Background: an optimization exercise with open tools, aiming at small area. Do not read the settings as production practice.
In this exercise RTL edits were held to simulation tests only and were not proved equivalent to the original.
Power figures rest on the tool's default switching activity, not on a simulated workload.

indigo:
// nvj_fd
module nvj_fd (
    input  wire        clk,
    input  wire        rst,
    input  wire        cmd_valid,
    input  wire [7:0]  cmd_code,
    input  wire [16:0] cmd_arg,
    output wire        cmd_ready,
    output wire        tx_valid,
    output wire [7:0]  tx_data,
    input  wire        tx_ready,
    input  wire        smp_valid,
    input  wire        smp_present,
    input  wire [3:0]  smp_len,
    input  wire [79:0] smp_id,
    output wire        ev_valid,
    output wire        ev_kind,
    output wire [3:0]  ev_len,
    output wire [79:0] ev_id,
    output wire [3:0]  status
);
==> module nvj_frm, before the edit <==
module nvj_frm (
    input  wire        clk,
    input  wire        rst,
    input  wire        cmd_valid,
    input  wire [7:0]  cmd_code,
    input  wire [16:0] cmd_arg,
    output wire        cmd_ready,
    output wire        tx_valid,
    output wire [7:0]  tx_data,
    input  wire        tx_ready,
    output wire        busy,
    output reg         err_code
);
    localparam [3:0] B0 = 4'b0000, B1 = 4'b0001, B2 = 4'b0010, B3 = 4'b0011,
                     B4 = 4'b1000, B5 = 4'b0100, B6 = 4'b0101, B7 = 4'b0110,
                     B8 = 4'b0111, B9 = 4'b1001, IDLE = 4'b1100;
    reg [3:0]  st;
    reg        c_rst;      
    reg        c_play;     
    reg [15:0] p;
    wire is_rst  = (cmd_code == 8'h0C);
    wire is_vol  = (cmd_code == 8'h06);
    wire is_play = (cmd_code == 8'h03);
    wire code_ok = is_rst | is_vol | is_play;
    wire f_busy = !(st[3] && st[2]);
    assign cmd_ready = !f_busy;
    assign tx_valid  = f_busy;
    assign busy      = f_busy;
    wire        neg   = cmd_arg[16];
    wire        zero  = (cmd_arg[15:0] == 16'd0);
    wire        big   = (cmd_arg[15:5] != 11'd0) || (cmd_arg[4:0] == 5'd31);
    reg  [15:0] param;
    always @(*) begin
        if (is_play)     param = (neg || zero) ? 16'd1 : cmd_arg[15:0];
        else if (is_vol) param = neg ? 16'd0 : big ? 16'd30 : {11'd0, cmd_arg[4:0]};
        else             param = 16'd0;
    end
    wire [7:0] code = {4'h0, c_rst, !c_play, !c_rst, c_play};
    wire       c_vol = !c_rst && !c_play;
    wire [7:0] a = {p[15:12], p[11] | c_rst, p[10], p[9] | c_vol, p[8] | !c_play};
    wire [8:0] uc;
    wire [7:0] u;
    assign uc[0] = 1'b1;
    genvar i;
    generate
        for (i = 0; i < 8; i = i + 1) begin : g_u
            assign u[i]    = a[i] ^ p[i] ^ uc[i];
            assign uc[i+1] = (a[i] & p[i]) | (uc[i] & (a[i] ^ p[i]));
        end
    endgenerate
    wire [9:0] c;
    wire [9:0] t;
    assign t[0] = u[0];
    assign t[1] = ~u[1];
    assign t[2] = ~(u[2] ^ u[1]);
    assign c[3] = u[2] | u[1];
    generate
        for (i = 3; i < 8; i = i + 1) begin : g_t
            assign t[i]   = u[i] ^ c[i];
            assign c[i+1] = u[i] & c[i];
        end
    endgenerate
    assign t[8] = ~(uc[8] ^ c[8]);
    assign t[9] = uc[8] | c[8];
    wire [7:0] ch = {6'b111111, ~t[9:8]};
    wire [7:0] cl = ~t[7:0];
    wire i3 = st[3], i2 = st[2], i1 = st[1], i0 = st[0];
    wire blk_a = !i3 && !i2;         
    wire blk_v = !i3 &&  i2;         
    wire blk_x =  i3 && !i2;         
    wire s5 = blk_v && !i1 && !i0;
    wire s6 = blk_v && !i1 &&  i0;
    wire s7 = blk_v &&  i1 && !i0;
    wire s8 = blk_v &&  i1 &&  i0;
    wire s3 = blk_a &&  i1 &&  i0;
    wire s01 = blk_a && !i1;         
    wire s9 = blk_x && i0;           
    wire s2 = blk_a && i1 && !i0;    
    wire [7:0] cst;
    assign cst[7] = (s01 && i0) || s9;
    assign cst[6] = s01 || s9;
    assign cst[5] = s01 || s9;
    assign cst[4] = s01;
    assign cst[3] = s01 || s9 || (s3 && c_rst);
    assign cst[2] = s01 || s9 || s2 || (s3 && !c_play);
    assign cst[1] = s01 || s9 || s2 || (s3 && !c_rst);
    assign cst[0] = (s01 && i0) || s9 || (s3 && c_play);
    assign tx_data = cst | ({8{s5}} & p[15:8]) | ({8{s6}} & p[7:0]) |
                     ({8{s7}} & ch) | ({8{s8}} & cl);
    wire [3:0] nxt = i3        ? {i0, 1'b1, 1'b0, 1'b0} :
                     (i1 & i0) ? {1'b1, 1'b0, 1'b0, i2} :
                                 {1'b0, i2, i1 ^ i0, !i0};
    always @(posedge clk) begin
        if (!f_busy) begin
            p      <= param;
            c_rst  <= is_rst;
            c_play <= is_play;
        end
    end
    always @(posedge clk) begin
        if (rst) begin
            st       <= IDLE;
            err_code <= 1'b0;
        end else if (f_busy) begin
            if (tx_ready) st <= nxt;
        end else if (cmd_valid) begin
            if (code_ok) st       <= B0;
            else         err_code <= 1'b1;
        end
    end
endmodule
clock: 10.0 ns
lec_check: 0
cap_margin: 0
core_margin: 2
core_utilization: 65
place_density: 0.75
slew_margin: 0
standard.sh (not shown) runs the stock make flow with config.mk's settings and CLKGATE_MAP_FILE= SYNTH_SCRIPT=/design/flow/synth_recipe.tcl, a recipe that flattens the netlist after the stock synthesis.
==> flow/flow/run.sh <==
#!/bin/bash
# Layout flow: the standard synthesis; an area re-mapping of its
# combinational logic (the registers, their names and cell types are kept;
# the result is used only if Yosys proves it equivalent to the standard
# netlist and it is smaller); then the standard ORFS layout with 1x port
# buffers and a clock tree without dummy loads.
# Each tool's output goes to a log of its own in this folder.
set -euo pipefail
HERE=$(pwd)
F=$HERE/flow
LIB=$FLOW_HOME/platforms/sky130hd/lib/sky130_fd_sc_hd__tt_025C_1v80.lib
R=$HERE/orfs/results/sky130hd/nvj_fd/base
YOSYS=$FLOW_HOME/../tools/install/yosys/bin/yosys
command -v yosys > /dev/null && YOSYS=$(command -v yosys)
KNOBS=(
  "BUFFER_PORTS_ARGS=-buffer_cell sky130_fd_sc_hd__buf_1"
  "CTS_ARGS=-sink_clustering_enable -repair_clock_nets -dont_use_dummy_load -buf_list {sky130_fd_sc_hd__clkbuf_8} -sink_clustering_size 50 -sink_clustering_max_diameter 100"
)

bash standard.sh "${KNOBS[@]}" synth > synth.log 2>&1

D=$HERE/resyn
mkdir -p $D
python3 $F/libfilt.py $LIB $D > libfilt.log 2>&1
cp $R/1_2_yosys.v $D/std.v

area() { awk '/Chip area/ {print $NF}' "$1"; }

# Area of the standard netlist.
cat > $D/std.ys <<EOF
read_liberty -lib $LIB
read_verilog $D/std.v
hierarchy -top nvj_fd
tee -o $D/std.stat stat -liberty $LIB
EOF
$YOSYS -s $D/std.ys > resyn_std.log 2>&1
best=$D/std.v
best_area=$(area $D/std.stat)

for S in area area2 area3; do
cur=$D/std.v
for i in 1 2 3; do
  n=${S}_$i
  cat > $D/$n.ys <<EOF
read_liberty $D/comb.lib
read_liberty -lib -ignore_redef $LIB
read_verilog $cur
hierarchy -top nvj_fd
flatten
rename -hide w:_*_.*
opt_clean -purge
abc -liberty $D/small.lib -script $F/$S.abc
read_liberty -lib -ignore_redef $LIB
setundef -zero
splitnets
opt_clean -purge
hilomap -singleton -hicell sky130_fd_sc_hd__conb_1 HI -locell sky130_fd_sc_hd__conb_1 LO
insbuf -buf sky130_fd_sc_hd__buf_1 A X
check -assert -mapped
tee -o $D/$n.stat stat -liberty $LIB
write_verilog -noattr -nohex -nodec $D/$n.v
EOF
  if ! $YOSYS -s $D/$n.ys > resyn_$n.log 2>&1; then break; fi
  # Prove the re-mapped netlist equivalent to the standard one.
  cat > $D/e_$n.ys <<EOF
read_liberty -ignore_miss_func $LIB
read_verilog $D/std.v
rename nvj_fd gold
read_verilog $D/$n.v
rename nvj_fd gate
hierarchy -check
flatten gold gate
rename -hide w:_*
opt_clean
equiv_make gold gate equiv
hierarchy -top equiv
equiv_simple -seq 2
equiv_induct -seq 2
equiv_status -assert
EOF
  if ! $YOSYS -s $D/e_$n.ys > resyn_e_$n.log 2>&1; then break; fi
  a=$(area $D/$n.stat)
  if awk -v a="$a" -v b="$best_area" 'BEGIN { exit !(a < b) }'; then
    best=$D/$n.v
    best_area=$a
  fi
  cur=$D/$n.v
done
done
echo "netlist: $best ($best_area um2)" > resyn.log

if [ "$best" != "$D/std.v" ]; then
  cp $best $R/1_2_yosys.v
  touch $R/1_2_yosys.v
fi

bash standard.sh "${KNOBS[@]}" finish > finish.log 2>&1
Other scripts of this flow, unchanged in this note and not shown: flow/flow/area.abc, flow/flow/area2.abc, flow/flow/area3.abc, flow/flow/libfilt.py
Here is what was changed in the inputs of cedar compared with indigo.
--- a/flow/design.v
+++ b/flow/design.v
@@ -16,7 +16,6 @@
                      B8 = 4'b0111, B9 = 4'b1001, IDLE = 4'b1100;
     reg [3:0]  st;
-    reg        c_rst;      
     reg        c_play;     
-    reg [15:0] p;
+    reg [15:0] p;          
     wire is_rst  = (cmd_code == 8'h0C);
     wire is_vol  = (cmd_code == 8'h06);
@@ -36,7 +35,9 @@
         else             param = 16'd0;
     end
+    wire       c_rst = p[15] && !c_play;
+    wire [7:0] ph    = {p[15] && c_play, p[14:8]};
     wire [7:0] code = {4'h0, c_rst, !c_play, !c_rst, c_play};
     wire       c_vol = !c_rst && !c_play;
-    wire [7:0] a = {p[15:12], p[11] | c_rst, p[10], p[9] | c_vol, p[8] | !c_play};
+    wire [7:0] a = {ph[7:4], ph[3] | c_rst, ph[2], ph[1] | c_vol, ph[0] | !c_play};
     wire [8:0] uc;
     wire [7:0] u;
@@ -86,5 +87,5 @@
     assign cst[1] = s01 || s9 || s2 || (s3 && !c_rst);
     assign cst[0] = (s01 && i0) || s9 || (s3 && c_play);
-    assign tx_data = cst | ({8{s5}} & p[15:8]) | ({8{s6}} & p[7:0]) |
+    assign tx_data = cst | ({8{s5}} & ph) | ({8{s6}} & p[7:0]) |
                      ({8{s7}} & ch) | ({8{s8}} & cl);
     wire [3:0] nxt = i3        ? {i0, 1'b1, 1'b0, 1'b0} :
@@ -93,6 +94,5 @@
     always @(posedge clk) begin
         if (!f_busy) begin
-            p      <= param;
-            c_rst  <= is_rst;
+            p      <= {param[15] | is_rst, param[14:0]};
             c_play <= is_play;
         end
==> summary.txt <==
- On weighted congestion at the end of routability-driven global placement: between indigo and cedar, it ends up higher for cedar.
- In cedar relative to indigo, number of filler cells placed in the layout had gone down by a few percent.
- There was hardly any difference in signed area change from the synthesized netlist to the final layout between cedar and indigo.
- The run with more routed wire is cedar, not indigo.
- cedar ends up with a sequential share of layout area that is 0.26 points lower than in indigo.
- indigo -> cedar: final cell count increased slightly
- Relative to indigo, the cell count after synthesis measured on cedar has increased slightly.
- indigo → cedar: fraction of power spent switching nets rose by 0.34 points; wire length per cell rose by about 0.8%.
- cedar vs. indigo: reported clock group power did not really move, sequential cell count now sits lower, time the final worst path needs with I/O delays and setup rose by 0.49 ns, post-cts resize count closely matched the old numbers.

[afterwards: timing with drivers on the ports]
The results above use ideal ports. As a check the final layouts listed here were re-extracted and re-timed, cells and wires unchanged. Step 1 assumes that a clkbuf_16 drives the clock port and a buf_2 every other input. Step 2 also shifts input and output timing later by t, the mid clock arrival at the registers, as if the neighbouring blocks saw the same clock. Slacks: ideal / step 1 / step 2; pairs: ideal / step 1.
| run | shift t [ns] | slack for setup (ns) | clock arrival spread, ns |
|---|---|---|---|
| indigo | 0.376 | 3.470 / 3.439 / 3.814 | 0.029 / 0.029 |
| cedar | 0.383 | 2.983 / 2.949 / 3.332 | 0.044 / 0.044 |
After both steps setup and hold are still met in every run listed.
